Source: an optimization exercise on an open RTL-to-GDS flow (aim: small area, a short achievable clock period and few clock cycles). Production flows keep margins and buffers that such runs may drop.
Where RTL was checked, it was by simulation tests only, not by an equivalence proof against the original.
Power is estimated from default activity; no workload was simulated.

==> build 83 <==
Design xbee_core, start of the top module:
module xbee_core (
    input  wire         clk,
    input  wire         rst,
    input  wire         transport_ok,
    input  wire         ctl_valid,
    input  wire [1:0]   ctl_op,
    input  wire         rx_valid,
    input  wire [7:0]   rx_data,
    output wire         rx_ready,
    output wire         tx_valid,
    output wire [7:0]   tx_data,
    input  wire         tx_ready,
    input  wire         cmd_valid,
    input  wire [127:0] cmd_hdr,
    output wire         cmd_ready,
    input  wire         cmd_dvalid,
    input  wire [7:0]   cmd_data,
    output wire         cmd_dready,
    output wire         resp_valid,
    output wire [35:0]  resp,
    input  wire         resp_ready,
    output wire         evt_valid,
    output wire [209:0] evt_hdr,
    input  wire         evt_ready,
    output wire         evt_dvalid,
    output wire [7:0]   evt_data,
    input  wire         evt_dready,
    output wire [31:0]  status
);
clock: 8.0 ns
lec_check: 0
cap_margin: 20
core_margin: 2
core_utilization: 40
place_density: 0.6
setup_slack_margin: 4.5
slew_margin: 20
run.sh (not shown) runs the stock make flow with config.mk's settings and CLKGATE_MAP_FILE= SYNTH_SCRIPT=/design/flow/synth_recipe.tcl, a recipe that flattens the netlist after the stock synthesis.
==> inputs of build 62, as changes to build 83 <==
--- a/flow/design.v
+++ b/flow/design.v
@@ -60,18 +60,19 @@
     output wire                 cmd_dready,
     output wire                 resp_valid,
     output wire [35:0]          resp,
     input  wire                 resp_ready,
     output reg                  tx_push,
     output reg  [7:0]           tx_byte,
     input  wire                 tx_full,
     input  wire                 tx_full_nx,
-    output reg  [6:0]           rt_v,
-    output reg  [55:0]          rt_hid,
+    output reg  [8*REG_CAP-1:0] reg_key,
+    output reg  [8*REG_CAP-1:0] reg_hid,
+    output wire [REG_CAP-1:0]   reg_used,
     output wire [7:0]           reg_count,
     output reg                  errh_valid,
     output reg  [7:0]           errh_hid,
     output reg  [7:0]           fid
 );
     localparam [3:0] ST_OK = 4'd0, ST_BAD_ADDR = 4'd1, ST_BAD_CMD = 4'd2,
                      ST_TOO_LONG = 4'd3, ST_REG_FULL = 4'd4, ST_BAD_OP = 4'd5;
     localparam [2:0] C_IDLE = 3'd0, C_DRAIN = 3'd1, C_HEAD = 3'd2,
@@ -97,57 +98,60 @@
     wire [1:0]  h_atlen  = cmd_hdr[10:9];
     wire [7:0]  h_b8     = cmd_hdr[23:16];
     wire [7:0]  h_hid    = cmd_hdr[31:24];
     wire [15:0] h_dlen   = cmd_hdr[47:32];
     assign cmd_ready  = rdy_r;
     assign cmd_dready = drdy_r;
     assign resp_valid = rv_r;
     assign resp       = {sum, flen, afid, r_status};
-    assign reg_count = {3'd0, rcnt};
-    function [7:0] hbyte;
-        input [4:0] n;
-        begin
-            hbyte = 8'h00;
-            if (is_at) begin
-                case (n)
-                    5'd0: hbyte = 8'h7E;
-                    5'd1: hbyte = flen[15:8];
-                    5'd2: hbyte = flen[7:0];
-                    5'd3: hbyte = 8'h08;
-                    5'd4: hbyte = afid;
-                    5'd5: hbyte = w16[15:8];
-                    5'd6: hbyte = w16[7:0];
-                    default: hbyte = 8'h00;
-                endcase
-            end else begin
-                case (n)
-                    5'd0:  hbyte = 8'h7E;
-                    5'd1:  hbyte = flen[15:8];
-                    5'd2:  hbyte = flen[7:0];
-                    5'd3:  hbyte = 8'h10;
-                    5'd4:  hbyte = 8'h00;
-                    5'd5:  hbyte = a64[63:56];
-                    5'd6:  hbyte = a64[55:48];
-                    5'd7:  hbyte = a64[47:40];
-                    5'd8:  hbyte = a64[39:32];
-                    5'd9:  hbyte = a64[31:24];
-                    5'd10: hbyte = a64[23:16];
-                    5'd11: hbyte = a64[15:8];
-                    5'd12: hbyte = a64[7:0];
-                    5'd13: hbyte = a16v ? w16[15:8] : 8'hFF;
-                    5'd14: hbyte = a16v ? w16[7:0]  : 8'hFE;
-                    5'd15: hbyte = 8'h00;
-                    5'd16: hbyte = opt;
-                    default: hbyte = 8'h00;
-                endcase
-            end
+    genvar g;
+    generate
+        for (g = 0; g < REG_CAP; g = g + 1) begin : g_used
+            assign reg_used[g] = (rcnt > g);
         end
-    endfunction
+    endgenerate
+    assign reg_count = {3'd0, rcnt};
     reg [7:0] head_byte;
+    always @* begin
+        head_byte = 8'h00;
+        if (is_at) begin
+            case (hidx)
+                5'd0: head_byte = 8'h7E;
+                5'd1: head_byte = flen[15:8];
+                5'd2: head_byte = flen[7:0];
+                5'd3: head_byte = 8'h08;
+                5'd4: head_byte = afid;
+                5'd5: head_byte = w16[15:8];
+                5'd6: head_byte = w16[7:0];
+                default: head_byte = 8'h00;
+            endcase
+        end else begin
+            case (hidx)
+                5'd0:  head_byte = 8'h7E;
+                5'd1:  head_byte = flen[15:8];
+                5'd2:  head_byte = flen[7:0];
+                5'd3:  head_byte = 8'h10;
+                5'd4:  head_byte = 8'h00;
+                5'd5:  head_byte = a64[63:56];
+                5'd6:  head_byte = a64[55:48];
+                5'd7:  head_byte = a64[47:40];
+                5'd8:  head_byte = a64[39:32];
+                5'd9:  head_byte = a64[31:24];
+                5'd10: head_byte = a64[23:16];
+                5'd11: head_byte = a64[15:8];
+                5'd12: head_byte = a64[7:0];
+                5'd13: head_byte = a16v ? w16[15:8] : 8'hFF;
+                5'd14: head_byte = a16v ? w16[7:0]  : 8'hFE;
+                5'd15: head_byte = 8'h00;
+                5'd16: head_byte = opt;
+                default: head_byte = 8'h00;
+            endcase
+        end
+    end
     wire head_last = is_at ? (hidx == 5'd6) : (hidx == 5'd16);
     always @* begin
         tx_push = 1'b0;
         tx_byte = 8'h00;
         case (state)
             C_HEAD: begin
                 tx_push = !tx_full;
                 tx_byte = head_byte;
@@ -202,50 +206,38 @@
             end
             C_RESP: begin
                 if (resp_ready)
                     state_n = C_IDLE;
             end
             default: state_n = C_IDLE;
         endcase
     end
-    wire [6:0] key_sel;
-    assign key_sel[0] = (h_b8 == 8'h08);
-    assign key_sel[1] = (h_b8 == 8'h10);
-    assign key_sel[2] = (h_b8 == 8'h88);
-    assign key_sel[3] = (h_b8 == 8'h8A);
-    assign key_sel[4] = (h_b8 == 8'h8B);
-    assign key_sel[5] = (h_b8 == 8'h90);
-    assign key_sel[6] = (h_b8 == 8'h91);
     integer k;
     always @(posedge clk) begin
         if (rst) begin
             state      <= C_IDLE;
             rdy_r      <= 1'b1;
             drdy_r     <= 1'b0;
             rv_r       <= 1'b0;
             remain     <= 16'd0;
             rcnt       <= 5'd0;
-            rt_v       <= 7'd0;
             errh_valid <= 1'b0;
             errh_hid   <= 8'd0;
             fid        <= 8'h01;
         end else begin
             state  <= state_n;
             remain <= remain_n;
             rdy_r  <= (state_n == C_IDLE);
             rv_r   <= (state_n == C_RESP);
             drdy_r <= ((state_n == C_DRAIN) && (remain_n != 16'd0)) ||
                       ((state_n == C_PAY) && !tx_full_nx);
             if (state == C_IDLE && cmd_valid) begin
                 case (h_op)
-                    4'h1: if (rcnt != REG_CAP) begin
-                        rcnt <= rcnt + 5'd1;
-                        rt_v <= rt_v | key_sel;
-                    end
+                    4'h1: if (rcnt != REG_CAP) rcnt <= rcnt + 5'd1;
                     4'h2: begin
                         errh_valid <= 1'b1;
                         errh_hid   <= h_hid;
                     end
                     4'h4: if (h_atlen == 2'd2 && h_dlen <= 16'd65531)
                         fid <= fid + 8'd1;
                     default: ;
                 endcase
@@ -254,17 +246,16 @@
     end
     always @(posedge clk) begin
         if (state == C_IDLE && cmd_valid) begin
             a64      <= cmd_hdr[127:64];
             w16      <= cmd_hdr[63:48];
             a16v     <= cmd_hdr[8];
             opt      <= h_b8;
             hidx     <= 5'd0;
-            head_byte <= 8'h7E;
             sum      <= 8'd0;
             afid     <= 8'd0;
             flen     <= 16'd0;
             is_at    <= (h_op == 4'h4);
             r_status <= ST_OK;
             case (h_op)
                 4'h1: if (rcnt == REG_CAP) r_status <= ST_REG_FULL;
                 4'h2: ;
@@ -288,44 +279,48 @@
                 end
                 default: r_status <= ST_BAD_OP;
             endcase
         end else if (state == C_HEAD) begin
             if (!tx_full) begin
                 if (hidx >= 5'd3)
                     sum <= sum + head_byte;
                 hidx <= hidx + 5'd1;
-                head_byte <= hbyte(hidx + 5'd1);
             end
         end else if (state == C_PAY) begin
             if (cmd_dvalid && !tx_full)
                 sum <= sum + cmd_data;
         end else if (state == C_CHK) begin
             if (!tx_full)
                 sum <= ~sum;
         end
     end
     always @(posedge clk) begin
-        for (k = 0; k < 7; k = k + 1)
-            if (state == C_IDLE && cmd_valid && h_op == 4'h1 && rcnt != REG_CAP &&
-                key_sel[k] && !rt_v[k])
-                rt_hid[8*k +: 8] <= h_hid;
+        if (!rst && state == C_IDLE && cmd_valid && h_op == 4'h1) begin
+            for (k = 0; k < REG_CAP; k = k + 1) begin
+                if (k == rcnt) begin
+                    reg_key[8*k +: 8] <= h_b8;
+                    reg_hid[8*k +: 8] <= h_hid;
+                end
+            end
+        end
     end
 endmodule
 module xbee_rx #(
     parameter REG_CAP = 16
 ) (
     input  wire                 clk,
     input  wire                 rst,
     input  wire                 run,
     input  wire                 rx_valid,
     input  wire [7:0]           rx_data,
     output wire                 rx_ready,
-    input  wire [6:0]           rt_v,
-    input  wire [55:0]          rt_hid,
+    input  wire [8*REG_CAP-1:0] reg_key,
+    input  wire [8*REG_CAP-1:0] reg_hid,
+    input  wire [REG_CAP-1:0]   reg_used,
     input  wire                 errh_valid,
     input  wire [7:0]           errh_hid,
     output wire                 evt_valid,
     output wire [209:0]         evt_hdr,
     input  wire                 evt_ready,
     output wire                 evt_dvalid,
     output wire [7:0]           evt_data,
     input  wire                 evt_dready
@@ -383,33 +378,27 @@
     reg       lhi_nz;     
     reg [5:0] plen;       
     reg [7:0] ptype;
     reg [7:0] psum;
     reg [5:0] pcnt;       
     reg [1:0] pbad;       
     reg [4:0] pmin;
     reg [2:0] pend8;      
-    wire [6:0] tsel;
-    assign tsel[0] = (ptype == 8'h08);
-    assign tsel[1] = (ptype == 8'h10);
-    assign tsel[2] = (ptype == 8'h88);
-    assign tsel[3] = (ptype == 8'h8A);
-    assign tsel[4] = (ptype == 8'h8B);
-    assign tsel[5] = (ptype == 8'h90);
-    assign tsel[6] = (ptype == 8'h91);
     reg         hit;
     reg [7:0]   hit_hid;
     integer     i;
     always @* begin
         hit = 1'b0;
         hit_hid = 8'd0;
-        for (i = 0; i < 7; i = i + 1) begin
-            hit     = hit | (tsel[i] & rt_v[i]);
-            hit_hid = hit_hid | ({8{tsel[i]}} & rt_hid[8*i +: 8]);
+        for (i = REG_CAP - 1; i >= 0; i = i - 1) begin
+            if (reg_used[i] && reg_key[8*i +: 8] == ptype) begin
+                hit = 1'b1;
+                hit_hid = reg_hid[8*i +: 8];
+            end
         end
     end
     wire [4:0] t_min   = min_len(b);
     wire       t_sup   = supported(b);
     wire [1:0] t_bad   = !t_sup ? 2'd3 : ({1'b0, plen} < {1'b0, t_min}) ? 2'd1 : 2'd0;
     wire       fin_type = (ps == P_TYPE) && (plen == 6'd0);
     wire       fin_chk  = (ps == P_CHK);
     wire       fin      = push && (fin_type || fin_chk);
@@ -698,18 +687,19 @@
     always @(posedge clk) begin
         if (rst)
             run <= 1'b0;
         else if (ctl_valid && ctl_op == 2'd1 && transport_ok)
             run <= 1'b1;
         else if (ctl_valid && ctl_op == 2'd2)
             run <= 1'b0;
     end
-    wire [6:0]           rt_v;
-    wire [55:0]          rt_hid;
+    wire [8*REG_CAP-1:0] reg_key;
+    wire [8*REG_CAP-1:0] reg_hid;
+    wire [REG_CAP-1:0]   reg_used;
     wire [7:0]           reg_count;
     wire                 errh_valid;
     wire [7:0]           errh_hid;
     wire [7:0]           fid;
     wire                 tx_push;
     wire [7:0]           tx_byte;
     wire                 txq_full;
     wire                 txq_full_nx;
@@ -725,18 +715,19 @@
         .cmd_dready (cmd_dready),
         .resp_valid (resp_valid),
         .resp       (resp),
         .resp_ready (resp_ready),
         .tx_push    (tx_push),
         .tx_byte    (tx_byte),
         .tx_full    (txq_full),
         .tx_full_nx (txq_full_nx),
-        .rt_v       (rt_v),
-        .rt_hid     (rt_hid),
+        .reg_key    (reg_key),
+        .reg_hid    (reg_hid),
+        .reg_used   (reg_used),
         .reg_count  (reg_count),
         .errh_valid (errh_valid),
         .errh_hid   (errh_hid),
         .fid        (fid)
     );
     xbee_fifo #(.AW(5)) u_txq (
         .clk     (clk),
         .rst     (rst),
@@ -751,18 +742,19 @@
     assign tx_valid = run && !txq_empty;
     xbee_rx #(.REG_CAP(REG_CAP)) u_rx (
         .clk        (clk),
         .rst        (rst),
         .run        (run),
         .rx_valid   (rx_valid),
         .rx_data    (rx_data),
         .rx_ready   (rx_ready),
-        .rt_v       (rt_v),
-        .rt_hid     (rt_hid),
+        .reg_key    (reg_key),
+        .reg_hid    (reg_hid),
+        .reg_used   (reg_used),
         .errh_valid (errh_valid),
         .errh_hid   (errh_hid),
         .evt_valid  (evt_valid),
         .evt_hdr    (evt_hdr),
         .evt_ready  (evt_ready),
         .evt_dvalid (evt_dvalid),
         .evt_data   (evt_data),
         .evt_dready (evt_dready)
==> flow/config.mk (replaced) <==
export PLATFORM = sky130hd
export DESIGN_NAME = xbee_core
export DESIGN_NICKNAME = xbee_core
export VERILOG_FILES = /design/flow/design.v
export SDC_FILE = /design/flow/constraint.sdc
export NUM_CORES = 4
export LEC_CHECK = 0
export CAP_MARGIN = 20
export CORE_MARGIN = 2
export CORE_UTILIZATION = 40
export PLACE_DENSITY = 0.6
export SLEW_MARGIN = 20
==> inputs of build 57, as changes to build 83 <==
--- a/flow/design.v
+++ b/flow/design.v
@@ -366,64 +366,49 @@
     endfunction
     reg [7:0] mem [0:63];
     reg [6:0] wp;
     reg [6:0] ra;
     reg       rdy;
     assign rx_ready = run && rdy;
     wire push = rx_valid && rx_ready;
     wire [7:0] b = rx_data;
+    reg       sv;
+    reg [7:0] sd;
+    reg [5:0] swp;
     always @(posedge clk) begin
-        if (push)
-            mem[wp[5:0]] <= b;
+        sv  <= push;
+        sd  <= b;
+        swp <= wp[5:0];
+        if (sv)
+            mem[swp] <= sd;
     end
     wire [7:0] rdata = mem[ra[5:0]];
     localparam [2:0] P_SEEK = 3'd0, P_LHI = 3'd1, P_LLO = 3'd2, P_TYPE = 3'd3,
                      P_BODY = 3'd4, P_CHK = 3'd5, P_STALL = 3'd6;
     reg [2:0] ps;
     reg [6:0] psync;      
     reg       lhi_nz;     
     reg [5:0] plen;       
     reg [7:0] ptype;
     reg [7:0] psum;
     reg [5:0] pcnt;       
     reg [1:0] pbad;       
     reg [4:0] pmin;
     reg [2:0] pend8;      
-    wire [6:0] tsel;
-    assign tsel[0] = (ptype == 8'h08);
-    assign tsel[1] = (ptype == 8'h10);
-    assign tsel[2] = (ptype == 8'h88);
-    assign tsel[3] = (ptype == 8'h8A);
-    assign tsel[4] = (ptype == 8'h8B);
-    assign tsel[5] = (ptype == 8'h90);
-    assign tsel[6] = (ptype == 8'h91);
-    reg         hit;
-    reg [7:0]   hit_hid;
-    integer     i;
-    always @* begin
-        hit = 1'b0;
-        hit_hid = 8'd0;
-        for (i = 0; i < 7; i = i + 1) begin
-            hit     = hit | (tsel[i] & rt_v[i]);
-            hit_hid = hit_hid | ({8{tsel[i]}} & rt_hid[8*i +: 8]);
-        end
-    end
     wire [4:0] t_min   = min_len(b);
     wire       t_sup   = supported(b);
     wire [1:0] t_bad   = !t_sup ? 2'd3 : ({1'b0, plen} < {1'b0, t_min}) ? 2'd1 : 2'd0;
     wire       fin_type = (ps == P_TYPE) && (plen == 6'd0);
     wire       fin_chk  = (ps == P_CHK);
     wire       fin      = push && (fin_type || fin_chk);
     reg [1:0]  n_err;     
     reg [7:0]  n_type;
     reg [7:0]  n_ea;
     reg [7:0]  n_eb;
-    reg [1:0]  n_kind;
-    reg [7:0]  n_hid;
     reg [5:0]  n_dlen;
     always @* begin
         n_type = fin_type ? b : ptype;
         n_ea   = 8'd0;
         n_eb   = 8'd0;
         n_dlen = 6'd0;
         if (fin_type) begin
             n_err = t_sup ? 2'd1 : 2'd3;
@@ -437,48 +422,59 @@
         end else if (b != ~psum) begin
             n_err = 2'd2;
             n_ea  = ~psum;
             n_eb  = b;
         end else begin
             n_err  = 2'd0;
             n_dlen = has_payload(ptype) ? (plen - {1'b0, pmin}) : 6'd0;
         end
-        if (n_err == 2'd0) begin
-            n_kind = hit ? K_HANDLER : K_NOHANDLER;
-            n_hid  = hit ? hit_hid : 8'd0;
-        end else begin
-            n_kind = errh_valid ? K_ERRH : K_ERRDROP;
-            n_hid  = errh_valid ? errh_hid : 8'd0;
-        end
     end
     reg [6:0] q_p    [0:1];
     reg [1:0] q_err  [0:1];
     reg [7:0] q_type [0:1];
     reg [7:0] q_ea   [0:1];
     reg [7:0] q_eb   [0:1];
-    reg [1:0] q_kind [0:1];
-    reg [7:0] q_hid  [0:1];
     reg [5:0] q_dlen [0:1];
     reg       q_rd;
     reg       q_wr;
     reg [1:0] q_cnt;
     wire       q_ne    = (q_cnt != 2'd0);
     wire       q_ready = q_ne && !(q_cnt == 2'd1 && pend8 != 3'd0);
     wire [6:0] h_p    = q_p[q_rd];
     wire [1:0] h_err  = q_err[q_rd];
     wire [7:0] h_type = q_type[q_rd];
     wire [7:0] h_ea   = q_ea[q_rd];
     wire [7:0] h_eb   = q_eb[q_rd];
-    wire [1:0] h_kind = q_kind[q_rd];
-    wire [7:0] h_hid  = q_hid[q_rd];
+    wire [6:0] tsel;
+    assign tsel[0] = (h_type == 8'h08);
+    assign tsel[1] = (h_type == 8'h10);
+    assign tsel[2] = (h_type == 8'h88);
+    assign tsel[3] = (h_type == 8'h8A);
+    assign tsel[4] = (h_type == 8'h8B);
+    assign tsel[5] = (h_type == 8'h90);
+    assign tsel[6] = (h_type == 8'h91);
+    reg         hit;
+    reg [7:0]   hit_hid;
+    integer     i;
+    always @* begin
+        hit = 1'b0;
+        hit_hid = 8'd0;
+        for (i = 0; i < 7; i = i + 1) begin
+            hit     = hit | (tsel[i] & rt_v[i]);
+            hit_hid = hit_hid | ({8{tsel[i]}} & rt_hid[8*i +: 8]);
+        end
+    end
+    wire [1:0] h_kind = (h_err == 2'd0) ? (hit ? K_HANDLER : K_NOHANDLER)
+                                        : (errh_valid ? K_ERRH : K_ERRDROP);
+    wire [7:0] h_hid  = (h_err == 2'd0) ? (hit ? hit_hid : 8'd0)
+                                        : (errh_valid ? errh_hid : 8'd0);
     wire [5:0] h_dlen = q_dlen[q_rd];
     wire [4:0] h_nfix = (h_err == 2'd0) ? (min_len(h_type) - 5'd1) : 5'd0;
     reg         es_load, es_hdr, es_data;    
-    reg [4:0]   ej;                           
     reg [5:0]   dcnt;                         
     reg [7:0]   dreg;
     reg [1:0]   o_kind;
     reg [7:0]   o_hid;
     reg [7:0]   o_type;
     reg [2:0]   o_err;
     reg [7:0]   o_ea;
     reg [7:0]   o_eb;
@@ -573,17 +569,17 @@
                 ra      <= h_p + 7'd4;
                 es_load <= (h_nfix != 5'd0);
                 es_hdr  <= (h_nfix == 5'd0);
                 es_data <= 1'b0;
             end else if (es_idle) begin
                 ra <= q_ne ? h_p : psync;
             end else if (es_load) begin
                 ra <= ra + 7'd1;
-                if (ej == 5'd1) begin
+                if (fj + 5'd1 == o_nfix) begin
                     es_load <= 1'b0;
                     es_hdr  <= 1'b1;
                 end
             end else if (es_hdr) begin
                 if (evt_ready) begin
                     es_hdr <= 1'b0;
                     if (o_dlen != 6'd0) begin
                         ra      <= ra + 7'd1;
@@ -612,39 +608,35 @@
     end
     always @(posedge clk) begin
         if (fin) begin
             q_p[q_wr]    <= psync;
             q_err[q_wr]  <= n_err;
             q_type[q_wr] <= n_type;
             q_ea[q_wr]   <= n_ea;
             q_eb[q_wr]   <= n_eb;
-            q_kind[q_wr] <= n_kind;
-            q_hid[q_wr]  <= n_hid;
             q_dlen[q_wr] <= n_dlen;
         end
     end
     wire [7:0] fix_d = rdata & {8{!(rst || pop)}};
     always @(posedge clk) begin
         if (pop) begin
             o_kind <= h_kind;
             o_hid  <= h_hid;
             o_type <= h_type;
             o_err  <= (h_err == 2'd0) ? E_NONE : (h_err == 2'd1) ? E_SHORT :
                       (h_err == 2'd2) ? E_CHECKSUM : E_UNSUPPORTED;
             o_ea   <= h_ea;
             o_eb   <= h_eb;
             o_nfix <= h_nfix;
             o_dlen <= h_dlen;
-            ej     <= h_nfix;
             fj     <= 5'd0;
             dcnt   <= h_dlen;
         end else begin
             if (es_load) begin
-                ej <= ej - 5'd1;
                 fj <= fj + 5'd1;
             end
             if (dat_take)
                 dcnt <= dcnt - 6'd1;
         end
         if (es_hdr || dat_take)
             dreg <= rdata;
         for (j = 0; j < 17; j = j + 1)
==> flow/flow/run.sh (new file) <==
#!/bin/bash
# The standard layout (standard.sh), with plain buf_1 cells as the
# input and output port buffers instead of the flow's default pick.
set -euo pipefail
export BUFFER_PORTS_ARGS="-buffer_cell sky130_fd_sc_hd__buf_1"
bash standard.sh > standard_make.log 2>&1
==> flow/standard.sh (new file) <==
#!/bin/bash
# synth_recipe.tcl (not shown) runs the flow's synth.tcl, then flattens the netlist and writes it again
# the make line also repeats each setting of config.mk as NAME=value (left out here)
make -C /OpenROAD-flow-scripts/flow DESIGN_CONFIG=/design/flow/config.mk WORK_HOME=/design/flow/orfs CLKGATE_MAP_FILE= SYNTH_SCRIPT=/design/flow/synth_recipe.tcl "${@:-finish}"
==> flow/config.mk (replaced) <==
export PLATFORM = sky130hd
export DESIGN_NAME = xbee_core
export DESIGN_NICKNAME = xbee_core
export VERILOG_FILES = /design/flow/design.v
export SDC_FILE = /design/flow/constraint.sdc
export NUM_CORES = 4
export LEC_CHECK = 0
export CAP_MARGIN = 20
export CORE_MARGIN = 2
export CORE_UTILIZATION = 45
export CTS_BUF_LIST = sky130_fd_sc_hd__clkbuf_16
export CTS_CLUSTER_DIAMETER = 80
export CTS_CLUSTER_SIZE = 22
export PLACE_DENSITY = 0.65
export SETUP_SLACK_MARGIN = 4.5
export SLEW_MARGIN = 20
removed: flow/run.sh
==> qor summary <==
HPWL after DPL: build 57 99.4 mm; build 83 104 mm; build 62 115 mm
Signal arrival time at the worst endpoint: build 57 4.10 ns; build 83 4.10 ns; build 62 5.75 ns
Diode insertion count for antenna repair: build 57 3; build 83 7; build 62 10
Post-synthesis sequential element count: build 57 1410; build 83 1420; build 62 1605
Multi-input logic area: build 57 16400 um^2; build 83 17000 um^2; build 62 18500 um^2
Fin crit period: build 57 3.54 ns; build 83 3.46 ns; build 62 5.03 ns
Share of total power consumed by net switching: build 57 23.0%; build 83 22.9%; build 62 21.8%
Utilization after layout: build 57 50.4%; build 83 48.5%; build 62 47.8%
Switching Power: build 57 3.08 mW; build 83 3.76 mW; build 62 3.99 mW
Met1 Routed Length: build 57 60.2 mm; build 83 66.4 mm; build 62 75.1 mm
Outcome: build 57 complete, no violations; build 83 complete, no violations; build 62 complete, no violations
Layout cell share with drive strength beyond 1: build 57 12.7%; build 83 15.8%; build 62 13.6%
CP Class: build 57 input pin to flop; build 83 input pin to flop; build 62 flop to flop
Adder-cell share of the synthesized area: build 57 1.87%; build 83 1.88%; build 62 1.66%
Initial antenna violation count: build 57 19; build 83 7; build 62 18
Testbench counts of build 83, summed over its fixed seeds: cycles 21,342.
Testbench counts of build 62, summed over its fixed seeds: cycles 21,342.
For build 57, only the layout was checked, not whether the RTL still works.

==> port drivers added, routing unchanged <==
How much do the figures lean on ideal ports? The routed layouts below were timed once more, with nothing changed but the port constraints. Step 1, drivers: a clkbuf_16 drives clk and a buf_2 each remaining input, both assumed. Step 2 times the ports against the registers' clock, not the clock port: input delays grow and output delays shrink by t, the midpoint of the rising clock arrivals with the driver on. Three values: ideal, step 1, step 2; two values: the first two.
run | shift t [ns] | setup slack, ns | slew at the worst register clock pin (ns)
build 83 | 0.854 | 4.543 / 4.469 / 3.726 | 0.07 / 0.07
build 62 | 0.861 | 2.970 / 2.970 / 2.280 | 0.07 / 0.07
build 57 | 0.750 | 4.456 / 4.418 / 3.668 | 0.09 / 0.09
After both steps setup and hold are still met in every run listed. The setup slack of build 83, which loses most, moves by -0.074 ns with the drivers and by -0.817 ns with both steps.
